Background: an optimization exercise with open tools, aiming at small area and a short achievable clock period. Do not read the settings as production practice.
Function not checked in this run: the RTL went through the layout flow alone.
Power figures rest on the tool's default switching activity, not on a simulated workload.

==> flow/design.v <==
module cao_pipe (
    input  wire        clk,
    input  wire        rst,           
    input  wire [31:0] last_pc,       
    output reg         imem_en,
    output reg  [31:0] imem_addr,
    input  wire [63:0] imem_rdata,
    output reg         dmem_en,
    output reg         dmem_we,
    output reg  [11:0] dmem_addr,
    output reg  [31:0] dmem_wdata,
    input  wire [31:0] dmem_rdata,
    output wire        halted,
    output wire        faulted,
    output wire [31:0] fault_addr,
    output wire [31:0] cycle_count,
    output wire [31:0] retired_count,
    input  wire [3:0]  dbg_sel,
    output wire [31:0] dbg_data
);
    localparam [31:0] PC_BASE   = 32'd4000;
    localparam [31:0] PC_STRIDE = 32'd4;
    localparam [3:0] OP_EMPTY = 4'd0,  OP_ADD  = 4'd1,  OP_SUB  = 4'd2,
                     OP_MUL   = 4'd3,  OP_AND  = 4'd4,  OP_OR   = 4'd5,
                     OP_XOR   = 4'd6,  OP_MOVC = 4'd7,  OP_LOAD = 4'd8,
                     OP_STORE = 4'd9,  OP_BZ   = 4'd10, OP_BNZ  = 4'd11,
                     OP_JUMP  = 4'd12, OP_HALT = 4'd13;
    localparam [1:0] ST_RUN = 2'd0, ST_TERM = 2'd1, ST_FAULT = 2'd2;
    function has_rs1(input [3:0] op);
        has_rs1 = (op >= OP_ADD && op <= OP_XOR) || op == OP_LOAD ||
                  op == OP_STORE || op == OP_JUMP;
    endfunction
    function has_rs2(input [3:0] op);
        has_rs2 = (op >= OP_ADD && op <= OP_XOR) || op == OP_STORE;
    endfunction
    function has_dest(input [3:0] op);
        has_dest = (op >= OP_ADD && op <= OP_MOVC) || op == OP_LOAD;
    endfunction
    reg [1:0]  status;
    reg [31:0] pc;
    reg        zf;
    reg        halt_req;
    reg        brpend;
    reg [31:0] clock_cnt;
    reg [31:0] completed;
    reg        f_stalled;
    reg [31:0] x    [0:15];
    reg [1:0]  pend [0:15];
    reg [31:0] d_pc;
    reg [3:0]  d_op;
    reg [3:0]  d_rd, d_rs1, d_rs2;
    reg [31:0] d_imm;
    reg        d_stalled;
    reg [31:0] e_pc;
    reg [3:0]  e_op;
    reg [3:0]  e_rd;
    reg [31:0] e_imm;
    reg [31:0] e_v1, e_v2;
    reg        e_busy;
    reg        e_res;
    reg [31:0] m_pc;
    reg [3:0]  m_op;
    reg [3:0]  m_rd;
    reg [31:0] m_v1;
    reg [31:0] m_buf;
    reg [31:0] m_addr;
    reg        m_busy;
    reg        m_res;
    reg [31:0] w_pc;
    reg [3:0]  w_op;
    reg [3:0]  w_rd;
    reg [31:0] w_buf;
    reg        w_busy;
    reg        w_res;
    reg [1:0]  n_status;
    reg [31:0] n_pc;
    reg        n_zf, n_halt_req, n_brpend, n_f_stalled;
    reg [31:0] n_clock_cnt, n_completed;
    reg [31:0] n_x    [0:15];
    reg [1:0]  n_pend [0:15];
    reg [31:0] n_d_pc, n_d_imm;
    reg [3:0]  n_d_op, n_d_rd, n_d_rs1, n_d_rs2;
    reg        n_d_stalled;
    reg [31:0] n_e_pc, n_e_imm, n_e_v1, n_e_v2;
    reg [3:0]  n_e_op, n_e_rd;
    reg        n_e_busy, n_e_res;
    reg [31:0] n_m_pc, n_m_v1, n_m_buf, n_m_addr;
    reg [3:0]  n_m_op, n_m_rd;
    reg        n_m_busy, n_m_res;
    reg [31:0] n_w_pc, n_w_buf;
    reg [3:0]  n_w_op, n_w_rd;
    reg        n_w_busy, n_w_res;
    reg        w_live, m_live, fault, data_haz, in_range;
    reg [31:0] mem_buf, ex_buf, ex_addr, ex_v1, ex_v2;
    reg        ex_busy;
    reg [3:0]  ins_op;
    integer    i;
    always @(*) begin
        n_status    = status;
        n_pc        = pc;
        n_zf        = zf;
        n_halt_req  = halt_req;
        n_brpend    = brpend;
        n_f_stalled = f_stalled;
        n_clock_cnt = clock_cnt;
        n_completed = completed;
        for (i = 0; i < 16; i = i + 1) begin
            n_x[i]    = x[i];
            n_pend[i] = pend[i];
        end
        n_d_pc = d_pc; n_d_op = d_op; n_d_rd = d_rd; n_d_rs1 = d_rs1;
        n_d_rs2 = d_rs2; n_d_imm = d_imm; n_d_stalled = d_stalled;
        n_e_pc = e_pc; n_e_op = e_op; n_e_rd = e_rd; n_e_imm = e_imm;
        n_e_v1 = e_v1; n_e_v2 = e_v2; n_e_busy = e_busy; n_e_res = e_res;
        n_m_pc = m_pc; n_m_op = m_op; n_m_rd = m_rd; n_m_v1 = m_v1;
        n_m_buf = m_buf; n_m_addr = m_addr; n_m_busy = m_busy; n_m_res = m_res;
        n_w_pc = w_pc; n_w_op = w_op; n_w_rd = w_rd; n_w_buf = w_buf;
        n_w_busy = w_busy; n_w_res = w_res;
        imem_en    = 1'b0;
        imem_addr  = pc;
        dmem_en    = 1'b0;
        dmem_we    = 1'b0;
        dmem_addr  = m_addr[11:0];
        dmem_wdata = m_v1;
        w_live   = 1'b0;
        m_live   = 1'b0;
        fault    = 1'b0;
        data_haz = 1'b0;
        in_range = (m_addr[31:12] == 20'd0);
        mem_buf  = m_buf;
        ex_buf   = 32'd0;
        ex_addr  = 32'd0;
        ex_v1    = 32'd0;
        ex_v2    = 32'd0;
        ex_busy  = 1'b0;
        ins_op   = imem_rdata[63:60];
        if (status == ST_RUN) begin
            w_live = (w_op != OP_EMPTY) && !w_busy;
            if (w_live) begin
                if (has_dest(w_op))
                    n_x[w_rd] = w_buf;
                if (w_res && n_pend[w_rd] != 2'd0)
                    n_pend[w_rd] = n_pend[w_rd] - 2'd1;
                n_completed = completed + 32'd1;
                if (w_op == OP_HALT || w_pc == last_pc)
                    n_status = ST_TERM;
            end
            m_live = (m_op != OP_EMPTY) && !m_busy;
            if (m_live) begin
                case (m_op)
                    OP_STORE: begin
                        if (in_range) begin
                            dmem_en = 1'b1;
                            dmem_we = 1'b1;
                        end else begin
                            fault = 1'b1;
                        end
                    end
                    OP_LOAD: begin
                        if (in_range) begin
                            dmem_en = 1'b1;
                            mem_buf = dmem_rdata;
                        end else begin
                            fault = 1'b1;
                        end
                    end
                    OP_BZ, OP_BNZ, OP_JUMP: begin
                        if (brpend) begin
                            if (e_res && n_pend[e_rd] != 2'd0)
                                n_pend[e_rd] = n_pend[e_rd] - 2'd1;
                            n_e_op = OP_EMPTY; n_e_pc = 32'd0; n_e_rd = 4'd0;
                            n_e_imm = 32'd0; n_e_v1 = 32'd0; n_e_v2 = 32'd0;
                            n_e_busy = 1'b0; n_e_res = 1'b0;
                            n_d_op = OP_EMPTY; n_d_pc = 32'd0; n_d_rd = 4'd0;
                            n_d_rs1 = 4'd0; n_d_rs2 = 4'd0; n_d_imm = 32'd0;
                            n_d_stalled = 1'b0;
                            n_pc = m_buf;
                            n_brpend = 1'b0;
                        end
                    end
                    default: ;
                endcase
            end
            if (fault) begin
                n_status = ST_FAULT;
            end else begin
                n_w_pc = m_pc; n_w_op = m_op; n_w_rd = m_rd; n_w_buf = mem_buf;
                n_w_busy = m_busy; n_w_res = m_res;
                ex_busy = n_e_busy;
                ex_buf  = 32'd0;
                ex_addr = 32'd0;
                if (n_e_op != OP_EMPTY) begin
                    case (n_e_op)
                        OP_ADD: begin
                            ex_buf = n_e_v1 + n_e_v2;
                            n_zf = (ex_buf == 32'd0);
                        end
                        OP_SUB: begin
                            ex_buf = n_e_v1 - n_e_v2;
                            n_zf = (ex_buf == 32'd0);
                        end
                        OP_MUL: begin
                            if (!n_e_busy) begin
                                ex_busy = 1'b1;
                            end else begin
                                ex_busy = 1'b0;
                                ex_buf = n_e_v1 * n_e_v2;
                                n_zf = (ex_buf == 32'd0);
                            end
                        end
                        OP_AND:   ex_buf = n_e_v1 & n_e_v2;
                        OP_OR:    ex_buf = n_e_v1 | n_e_v2;
                        OP_XOR:   ex_buf = n_e_v1 ^ n_e_v2;
                        OP_MOVC:  ex_buf = n_e_imm;
                        OP_LOAD:  ex_addr = n_e_v1 + n_e_imm;
                        OP_STORE: ex_addr = n_e_v2 + n_e_imm;
                        OP_BZ: begin
                            if (n_zf) begin
                                ex_buf = n_e_pc + n_e_imm;
                                n_brpend = 1'b1;
                            end else begin
                                ex_buf = n_e_pc + PC_STRIDE;
                            end
                        end
                        OP_BNZ: begin
                            if (!n_zf) begin
                                ex_buf = n_e_pc + n_e_imm;
                                n_brpend = 1'b1;
                            end else begin
                                ex_buf = n_e_pc + PC_STRIDE;
                            end
                        end
                        OP_JUMP: begin
                            ex_buf = n_e_v1 + n_e_imm;
                            n_brpend = 1'b1;
                        end
                        OP_HALT: begin
                            if (n_halt_req) begin
                                n_d_op = OP_EMPTY; n_d_pc = 32'd0; n_d_rd = 4'd0;
                                n_d_rs1 = 4'd0; n_d_rs2 = 4'd0; n_d_imm = 32'd0;
                                n_d_stalled = 1'b0;
                                n_f_stalled = 1'b1;
                            end
                        end
                        default: ;
                    endcase
                end
                n_e_busy = ex_busy;
                n_m_pc = n_e_pc; n_m_op = n_e_op; n_m_rd = n_e_rd;
                n_m_v1 = n_e_v1; n_m_buf = ex_buf; n_m_addr = ex_addr;
                n_m_busy = ex_busy; n_m_res = n_e_res;
                if (n_d_op == OP_EMPTY) begin
                    n_d_stalled = 1'b0;
                    if (!n_e_busy) begin
                        n_e_pc = n_d_pc; n_e_op = n_d_op; n_e_rd = n_d_rd;
                        n_e_imm = n_d_imm; n_e_v1 = 32'd0; n_e_v2 = 32'd0;
                        n_e_busy = 1'b0; n_e_res = 1'b0;
                    end
                end else begin
                    data_haz = (has_rs1(n_d_op) && n_pend[n_d_rs1] != 2'd0) ||
                               (has_rs2(n_d_op) && n_pend[n_d_rs2] != 2'd0);
                    if (n_e_busy || data_haz) begin
                        n_d_stalled = 1'b1;
                        if (!n_e_busy) begin
                            n_e_op = OP_EMPTY; n_e_pc = 32'd0; n_e_rd = 4'd0;
                            n_e_imm = 32'd0; n_e_v1 = 32'd0; n_e_v2 = 32'd0;
                            n_e_busy = 1'b0; n_e_res = 1'b0;
                        end
                    end else begin
                        n_d_stalled = 1'b0;
                        ex_v1 = has_rs1(n_d_op) ? n_x[n_d_rs1] : 32'd0;
                        ex_v2 = has_rs2(n_d_op) ? n_x[n_d_rs2] : 32'd0;
                        n_e_pc = n_d_pc; n_e_op = n_d_op; n_e_rd = n_d_rd;
                        n_e_imm = n_d_imm; n_e_v1 = ex_v1; n_e_v2 = ex_v2;
                        n_e_busy = 1'b0; n_e_res = 1'b0;
                        if (has_dest(n_d_op) && n_pend[n_d_rd] != 2'd3) begin
                            n_pend[n_d_rd] = n_pend[n_d_rd] + 2'd1;
                            n_e_res = 1'b1;
                        end
                        if (n_d_op == OP_HALT)
                            n_halt_req = 1'b1;
                    end
                end
                imem_addr = n_pc;
                if (n_f_stalled) begin
                    n_d_op = OP_EMPTY; n_d_pc = 32'd0; n_d_rd = 4'd0;
                    n_d_rs1 = 4'd0; n_d_rs2 = 4'd0; n_d_imm = 32'd0;
                    n_d_stalled = 1'b0;
                end else if (!n_d_stalled) begin
                    imem_en = 1'b1;
                    n_d_pc = n_pc;
                    n_d_stalled = 1'b0;
                    if (ins_op != OP_EMPTY) begin
                        n_d_op  = ins_op;
                        n_d_rd  = imem_rdata[58:55];
                        n_d_rs1 = imem_rdata[53:50];
                        n_d_rs2 = imem_rdata[48:45];
                        n_d_imm = imem_rdata[31:0];
                        n_pc = n_pc + PC_STRIDE;
                    end else begin
                        n_d_op = OP_EMPTY; n_d_rd = 4'd0; n_d_rs1 = 4'd0;
                        n_d_rs2 = 4'd0; n_d_imm = 32'd0;
                    end
                end
                n_clock_cnt = clock_cnt + 32'd1;
            end
        end
    end
    always @(posedge clk) begin
        if (rst) begin
            status    <= ST_RUN;
            pc        <= PC_BASE;
            zf        <= 1'b0;
            halt_req  <= 1'b0;
            brpend    <= 1'b0;
            f_stalled <= 1'b0;
            clock_cnt <= 32'd0;
            completed <= 32'd0;
            for (i = 0; i < 16; i = i + 1) begin
                x[i]    <= 32'd0;
                pend[i] <= 2'd0;
            end
            d_pc <= 32'd0; d_op <= OP_EMPTY; d_rd <= 4'd0; d_rs1 <= 4'd0;
            d_rs2 <= 4'd0; d_imm <= 32'd0; d_stalled <= 1'b0;
            e_pc <= 32'd0; e_op <= OP_EMPTY; e_rd <= 4'd0; e_imm <= 32'd0;
            e_v1 <= 32'd0; e_v2 <= 32'd0; e_busy <= 1'b0; e_res <= 1'b0;
            m_pc <= 32'd0; m_op <= OP_EMPTY; m_rd <= 4'd0; m_v1 <= 32'd0;
            m_buf <= 32'd0; m_addr <= 32'd0; m_busy <= 1'b0; m_res <= 1'b0;
            w_pc <= 32'd0; w_op <= OP_EMPTY; w_rd <= 4'd0; w_buf <= 32'd0;
            w_busy <= 1'b0; w_res <= 1'b0;
        end else begin
            status    <= n_status;
            pc        <= n_pc;
            zf        <= n_zf;
            halt_req  <= n_halt_req;
            brpend    <= n_brpend;
            f_stalled <= n_f_stalled;
            clock_cnt <= n_clock_cnt;
            completed <= n_completed;
            for (i = 0; i < 16; i = i + 1) begin
                x[i]    <= n_x[i];
                pend[i] <= n_pend[i];
            end
            d_pc <= n_d_pc; d_op <= n_d_op; d_rd <= n_d_rd; d_rs1 <= n_d_rs1;
            d_rs2 <= n_d_rs2; d_imm <= n_d_imm; d_stalled <= n_d_stalled;
            e_pc <= n_e_pc; e_op <= n_e_op; e_rd <= n_e_rd; e_imm <= n_e_imm;
            e_v1 <= n_e_v1; e_v2 <= n_e_v2; e_busy <= n_e_busy; e_res <= n_e_res;
            m_pc <= n_m_pc; m_op <= n_m_op; m_rd <= n_m_rd; m_v1 <= n_m_v1;
            m_buf <= n_m_buf; m_addr <= n_m_addr; m_busy <= n_m_busy; m_res <= n_m_res;
            w_pc <= n_w_pc; w_op <= n_w_op; w_rd <= n_w_rd; w_buf <= n_w_buf;
            w_busy <= n_w_busy; w_res <= n_w_res;
        end
    end
    assign halted        = (status == ST_TERM);
    assign faulted       = (status == ST_FAULT);
    assign fault_addr    = m_addr;
    assign cycle_count   = clock_cnt;
    assign retired_count = completed;
    assign dbg_data      = x[dbg_sel];
endmodule
==> flow/run.sh <==
#!/bin/bash
# synth_recipe.tcl (not shown) runs the flow's synth.tcl, then flattens the netlist and writes it again
# the make line also repeats each setting of config.mk as NAME=value (left out here)
make -C /OpenROAD-flow-scripts/flow DESIGN_CONFIG=/design/flow/config.mk WORK_HOME=/design/flow/orfs CLKGATE_MAP_FILE= SYNTH_SCRIPT=/design/flow/synth_recipe.tcl finish
==> flow/config.mk <==
export PLATFORM = sky130hd
export DESIGN_NAME = cao_pipe
export DESIGN_NICKNAME = cao_pipe
export VERILOG_FILES = /design/flow/design.v
export SDC_FILE = /design/flow/constraint.sdc
export NUM_CORES = 4
export LEC_CHECK = 0
export CAP_MARGIN = 20
export CELL_PAD_IN_SITES_DETAIL_PLACEMENT = 2
export CELL_PAD_IN_SITES_GLOBAL_PLACEMENT = 3
export CORE_MARGIN = 2
export CORE_UTILIZATION = 25
export PLACE_DENSITY = 0.4
export SLEW_MARGIN = 20
==> flow/constraint.sdc <==
create_clock -name core_clock -period 12.0 [get_ports {clk}]
set_input_delay 2.4000 -clock core_clock [delete_from_list [all_inputs] [get_ports {clk}]]
set_output_delay 2.4000 -clock core_clock [all_outputs]
set_load 0.01 [all_outputs]
==> run notes <==
==> per-layer routing <==
metal / global-route usage / vias up
met1: 0.412 / 47000
met4: 0.160 / 20
met3: 0.0401 / 1164
met2: 0.560 / 3186
li1: - / 38200
met5: 0 / -
==> kinds of logic (layout without fill, tap and decap cells) <==
kind of cell / count (synthesis) / count (layout) / synth area share
fa+ha+maj: 730 / 730 / 0.144
buf+inv: 1453 / 1459 / 0.0672
mux: 621 / 621 / 0.0740
flops: 1076 / 1076 / 0.254
xor+xnor: 353 / 353 / 0.0367
other cells: 0 / 17 / 0
simple gates: 3756 / 3756 / 0.207
compound gates: 2806 / 2806 / 0.216
==> what timing repair did <==
action | 4_1_cts | 5_1_grt
setup endpoints to repair | 0 | 1
setup buffers | 0 | 0
resized for setup | 0 | 2
==> area by class of cell <==
type	count	share of cell area
Clock inverter	58	0.00647
Multi-Input combinational cell	8266	0.591
Tap cell	4515	0.0575
Inverter	529	0.0202
Clock buffer	219	0.0455
Sequential cell	1076	0.219
Antenna cell	17	0.000433
Timing Repair Buffer	653	0.0594
==> worst min-delay path by stage <==
stage / from / end / slack (ps) / cells after the start
6_report: m_pc[5] / w_pc[5] / 440 / 2
5_1_grt: m_pc[2] / m_pc[2] / 480 / 2
4_1_cts: m_pc[5] / w_pc[5] / 450 / 2
3_5_place_dp: m_res / m_res / 450 / 2
3_3_place_gp: m_rd[1] / m_rd[1] / 440 / 2
2_1_floorplan: halt_req / halt_req / 430 / 2
==> power by group through the flow <==
stage          Combinational [mW]  Sequential [mW]  Clock, mW
2_1_floorplan                4.69             4.03          0
3_3_place_gp                 8.59             4.37          0
3_5_place_dp                 8.67             4.37          0
4_1_cts                      8.71             4.30       4.97
5_1_grt                      9.25             4.31       5.09
6_report                     8.85             4.29       4.84
==> cell usage after synthesis, types with 60 or more instances <==
cell                       instances  area, um2
sky130_fd_sc_hd__dfxtp_1        1076      21500
sky130_fd_sc_hd__o21ai_0         320       1600
sky130_fd_sc_hd__fa_1            412       8250
sky130_fd_sc_hd__clkbuf_1        801       3010
sky130_fd_sc_hd__a22o_1          122       1070
sky130_fd_sc_hd__xor2_1          165       1450
sky130_fd_sc_hd__a31oi_1          60        375
sky130_fd_sc_hd__inv_1           511       1920
sky130_fd_sc_hd__a211oi_1        211       1580
sky130_fd_sc_hd__xnor2_1         187       1640
sky130_fd_sc_hd__ha_1            317       3970
sky130_fd_sc_hd__or4_1            78        586
sky130_fd_sc_hd__mux2i_1         600       6010
sky130_fd_sc_hd__a22oi_1         308       2310
sky130_fd_sc_hd__a21oi_1         755       3780
sky130_fd_sc_hd__nor3_1          225       1130
sky130_fd_sc_hd__nor2_1          757       2840
sky130_fd_sc_hd__nand2_1        1565       5870
sky130_fd_sc_hd__and3_1          402       2510
sky130_fd_sc_hd__a221oi_1         70        613
sky130_fd_sc_hd__nand3_1         200       1000
sky130_fd_sc_hd__o22ai_1         516       3230
sky130_fd_sc_hd__nand4_1          95        594
sky130_fd_sc_hd__and2_1           91        569
==> tightest hold or removal path, stage by stage, from the launching register on <==
cell,delay (ps)
sky130_fd_sc_hd__dfxtp_1,300
sky130_fd_sc_hd__nand2_1,50
sky130_fd_sc_hd__a21oi_1,50
==> impl_results.html <==
<table>
<tr><th>Metric</th><th>Value</th></tr>
<tr><th colspan="2">Status</th></tr>
<tr><td>Result of the run</td><td>no timing/DRC/antenna violations</td></tr>
<tr><th colspan="2">Pwr</th></tr>
<tr><td>Maximum ir drop on the vdd rail</td><td>around 0.34 mV</td></tr>
<tr><td>Flop pwr share</td><td>0.239</td></tr>
<tr><td>Static leakage</td><td>about 39 nW</td></tr>
<tr><td>Power density over the cells</td><td>between 150 and 200 nW/um2</td></tr>
<tr><td>Power consumption</td><td>18.0 mW</td></tr>
<tr><td>Internal power</td><td>8.96 mW</td></tr>
<tr><td>Switch Pwr</td><td>around 9.0 mW</td></tr>
<tr><td>Fraction of power spent switching nets</td><td>0.502</td></tr>
<tr><td>Share of total power in the clock network</td><td>0.269</td></tr>
<tr><td>Part of the power in combinational logic</td><td>0.492</td></tr>
<tr><th colspan="2">Floorplanning</th></tr>
<tr><td>Effective utilization at floorplan</td><td>0.251</td></tr>
<tr><td>Width of the chip</td><td>between 500 and 600 um</td></tr>
<tr><td>Standard-cell rows</td><td>213</td></tr>
<tr><td>I/O pin count</td><td>between 300 and 400</td></tr>
<tr><td>Height of the chip</td><td>586 um</td></tr>
<tr><td>Std-Cell Core Area</td><td>337000 um2</td></tr>
<tr><td>Area enclosed by the die boundary</td><td>between 300000 and 400000 um2</td></tr>
<tr><th colspan="2">Finish</th></tr>
<tr><td>Total area of multi-input combinational cells</td><td>around 58000 um2</td></tr>
<tr><td>Final standard cell area without fillers</td><td>98200 um2</td></tr>
<tr><td>Total area of sequential cells</td><td>21500 um2</td></tr>
<tr><td>Top library cells by usage in the layout, fill and taps aside</td><td>sky130_fd_sc_hd__nand2_1 (1541), sky130_fd_sc_hd__dfxtp_1 (1073), sky130_fd_sc_hd__a21oi_1 (754)</td></tr>
<tr><td>Commonest non-fill, non-tap cell in the layout</td><td>sky130_fd_sc_hd__nand2_1</td></tr>
<tr><td>Max reg flops</td><td>512</td></tr>
<tr><td>Net count, final</td><td>around 12000</td></tr>
<tr><td>Area growth, synth to finish</td><td>16.0%</td></tr>
<tr><td>Final cell count without fillers</td><td>15300</td></tr>
<tr><td>Share of the core filled with cells in the final layout</td><td>0.292</td></tr>
<tr><td>Fillers</td><td>just under 40000</td></tr>
<tr><td>Register with the highest flop count</td><td>x</td></tr>
<tr><td>Layout cells sized above 1</td><td>0.0723</td></tr>
<tr><th colspan="2">Placement</th></tr>
<tr><td>Total cell area at the placement stage</td><td>approximately 93000 um2</td></tr>
<tr><td>DP Worst Slack</td><td>roughly 1300 ps</td></tr>
<tr><td># placed instances</td><td>~15000</td></tr>
<tr><td>Routability cong.</td><td>roughly 0.9</td></tr>
<tr><td>Post-DP HPWL</td><td>between 400000 and 500000 um</td></tr>
<tr><td>Port Buf Inserts</td><td>~330</td></tr>
<tr><th colspan="2">Setup path</th></tr>
<tr><td>Slowest-stage cell, CP</td><td>sky130_fd_sc_hd__dfxtp_2</td></tr>
<tr><td>Worst setup path end</td><td>imem_en</td></tr>
<tr><td>Worst Setup Path Type</td><td>flop to output port</td></tr>
<tr><td>Sort of element at the start of the critical path</td><td>flop</td></tr>
<tr><td>Buffers and inverters on the worst path</td><td>2</td></tr>
<tr><td>Endpoint of the lowest-slack register-to-register path</td><td>zf</td></tr>
<tr><td>Critical path cell sequence</td><td>nand2b_1, o221ai_1, o21a_2, o22ai_1, ha_1, or3b_2, nor4_2, o21ai_1, a211oi_1, o211a_1, a31oi_2, inv_1, ha_1, a211o_1, a2bb2oi_1, o21ai_1, a22oi_1, o2111ai_1, nor4_1, o31ai_1, a221o_1, and2_1, nor3_4, clkdlybuf4s50_1</td></tr>
<tr><td>Crit path largest cell delay</td><td>between 600 and 700 ps</td></tr>
<tr><td>CP required</td><td>between 9000 and 10000 ps</td></tr>
<tr><td>Category of the worst setup path capture point</td><td>output port</td></tr>
<tr><td>First element of the critical path</td><td>w_rd[1]</td></tr>
<tr><td>R2R Setup Slk</td><td>roughly 1200 ps</td></tr>
<tr><td>WP data arrival</td><td>~9000 ps</td></tr>
<tr><td>Cells on worst reg2reg path</td><td>29</td></tr>
<tr><td>Reg-to-reg startpoint</td><td>m_op[1]</td></tr>
<tr><td>CP Max Fanout</td><td>28</td></tr>
<tr><td>Kind of cell adding the most delay to the critical path</td><td>compound AO/OA/AOI/OAI gates</td></tr>
<tr><td>Worst path depth</td><td>24</td></tr>
<tr><th colspan="2">GRT</th></tr>
<tr><td>Global-route wire length before repair</td><td>~800000 um</td></tr>
<tr><td>Grt total ovfl</td><td>0</td></tr>
<tr><td>Via count of the first global-routing pass</td><td>between 90000 and 100k</td></tr>
<tr><td>Global-route usage over all layers</td><td>0.330</td></tr>
<tr><td>Antenna violations before repair</td><td>between 50 and 60</td></tr>
<tr><td>Pin count of the biggest net entering global routing</td><td>roughly 160</td></tr>
<tr><th colspan="2">Drt</th></tr>
<tr><td>Via/cell ratio</td><td>5.84</td></tr>
<tr><td>Wire length per cell after detailed routing</td><td>between 30 and 40 um</td></tr>
<tr><td>Number of remaining DRC errors</td><td>0</td></tr>
<tr><td>Detailed Route WL</td><td>a little under 600000 um</td></tr>
<tr><td>Iteration-0 DRC Markers</td><td>slightly below 7000</td></tr>
<tr><td>Routed wl met3</td><td>roughly 28000 um</td></tr>
<tr><td>Met1 routed wirelength after detailed routing</td><td>244000 um</td></tr>
<tr><td>Routed via count</td><td>89600</td></tr>
<tr><td>Wire length on met2</td><td>between 200000 and 300000 um</td></tr>
<tr><td>Number of search-and-repair iterations in the first detailed-routing pass</td><td>6</td></tr>
<tr><td>Number of nets with antenna violations after detailed routing</td><td>0</td></tr>
<tr><td>Top routing layer in use</td><td>met5</td></tr>
<tr><th colspan="2">Synthesis</th></tr>
<tr><td>Predominant post-synthesis flop cell</td><td>sky130_fd_sc_hd__dfxtp_1</td></tr>
<tr><td>Number of synthesized flops with an enable pin</td><td>0</td></tr>
<tr><td>Async S/R FF share, synth</td><td>0</td></tr>
<tr><td>Mean instance size in the synthesized netlist</td><td>~7.8 um2</td></tr>
<tr><td>Seq/Total Area, Yosys</td><td>0.254</td></tr>
<tr><td>#FFs+latches synth</td><td>roughly 1100</td></tr>
<tr><td>Number of instances in the synthesized netlist</td><td>roughly 11000</td></tr>
<tr><td>Area of the mapped netlist</td><td>84700 um2</td></tr>
<tr><td>Synthesis Warnings</td><td>5</td></tr>
<tr><td>Synthesized net count</td><td>about 12000</td></tr>
<tr><td>Library cells used by synthesis</td><td>between 100 and 150</td></tr>
<tr><th colspan="2">STA</th></tr>
<tr><td>Final slew viol count</td><td>0</td></tr>
<tr><td>Count of endpoints failing hold in the final timing report</td><td>0</td></tr>
<tr><td>Clock skew after layout</td><td>about 110 ps</td></tr>
<tr><td>Slew at the pin closest to its max-slew limit</td><td>approximately 1300 ps</td></tr>
<tr><td>Final total negative setup slack</td><td>0 ps</td></tr>
<tr><td>Final critical path time including I/O delays and setup</td><td>about 11000 ps</td></tr>
<tr><td>Fin worst setup slack</td><td>between 600 and 700 ps</td></tr>
<tr><td>Setup-violating endpoint count in the final report</td><td>0</td></tr>
<tr><td>Slew HR</td><td>0.122</td></tr>
<tr><td>Setup repair after global routing missed its margin</td><td>no</td></tr>
<tr><td>Achievable frequency</td><td>roughly 88 MHz</td></tr>
<tr><td>Final worst-path cycle share</td><td>0.946</td></tr>
<tr><td>Worst hold slack</td><td>between 400 and 500 ps</td></tr>
<tr><th colspan="2">CTS</th></tr>
<tr><td>Number of H-tree branching levels</td><td>4</td></tr>
<tr><td>Clock latency at the later pin of the worst-skew pair</td><td>930 ps</td></tr>
<tr><td>Deepest clock path buffer count</td><td>4</td></tr>
<tr><td>CTS tree</td><td>built</td></tr>
<tr><td>Clock sink total</td><td>1076</td></tr>
<tr><td>Number of buffers inserted during clock tree synthesis</td><td>about 160</td></tr>
<tr><td>Hold-fix buffer count after cts</td><td>0</td></tr>
<tr><td>Clock root buffer master</td><td>sky130_fd_sc_hd__clkbuf_16</td></tr>
<tr><td>Clk slew on worst S/H paths</td><td>60 ps</td></tr>
<tr><th colspan="2">Job</th></tr>
<tr><td>Maximum capacitance violations</td><td>0</td></tr>
<tr><th colspan="2">Hold path</th></tr>
<tr><td>Class of the tightest hold or removal check</td><td>flop to flop</td></tr>
</table>

-- afterwards: timing with drivers on the ports --
The results above use ideal ports. As a check the final layout listed here was re-extracted and re-timed, cells and wires unchanged. Step 1 assumes that a clkbuf_16 drives the clock port and a buf_2 every other input. Step 2, shift: input delay + t, output delay - t, t = (earliest + latest rising clock arrival at the registers) / 2. This alone moves slack from input paths to output paths. Slacks: ideal / step 1 / step 2; pairs: ideal / step 1.
shift t [ns]: 0.982
setup slack, ns: 0.651 / 0.542 / 1.220
latest minus earliest clock arrival (ns): 0.114 / 0.114
worst slew at a driven data input, ns: 0.09
pins driven straight from the clock port: 1
After both steps this run still meets setup and hold. The setup slack of this run moves by -0.109 ns with the drivers and by +0.569 ns with both steps.
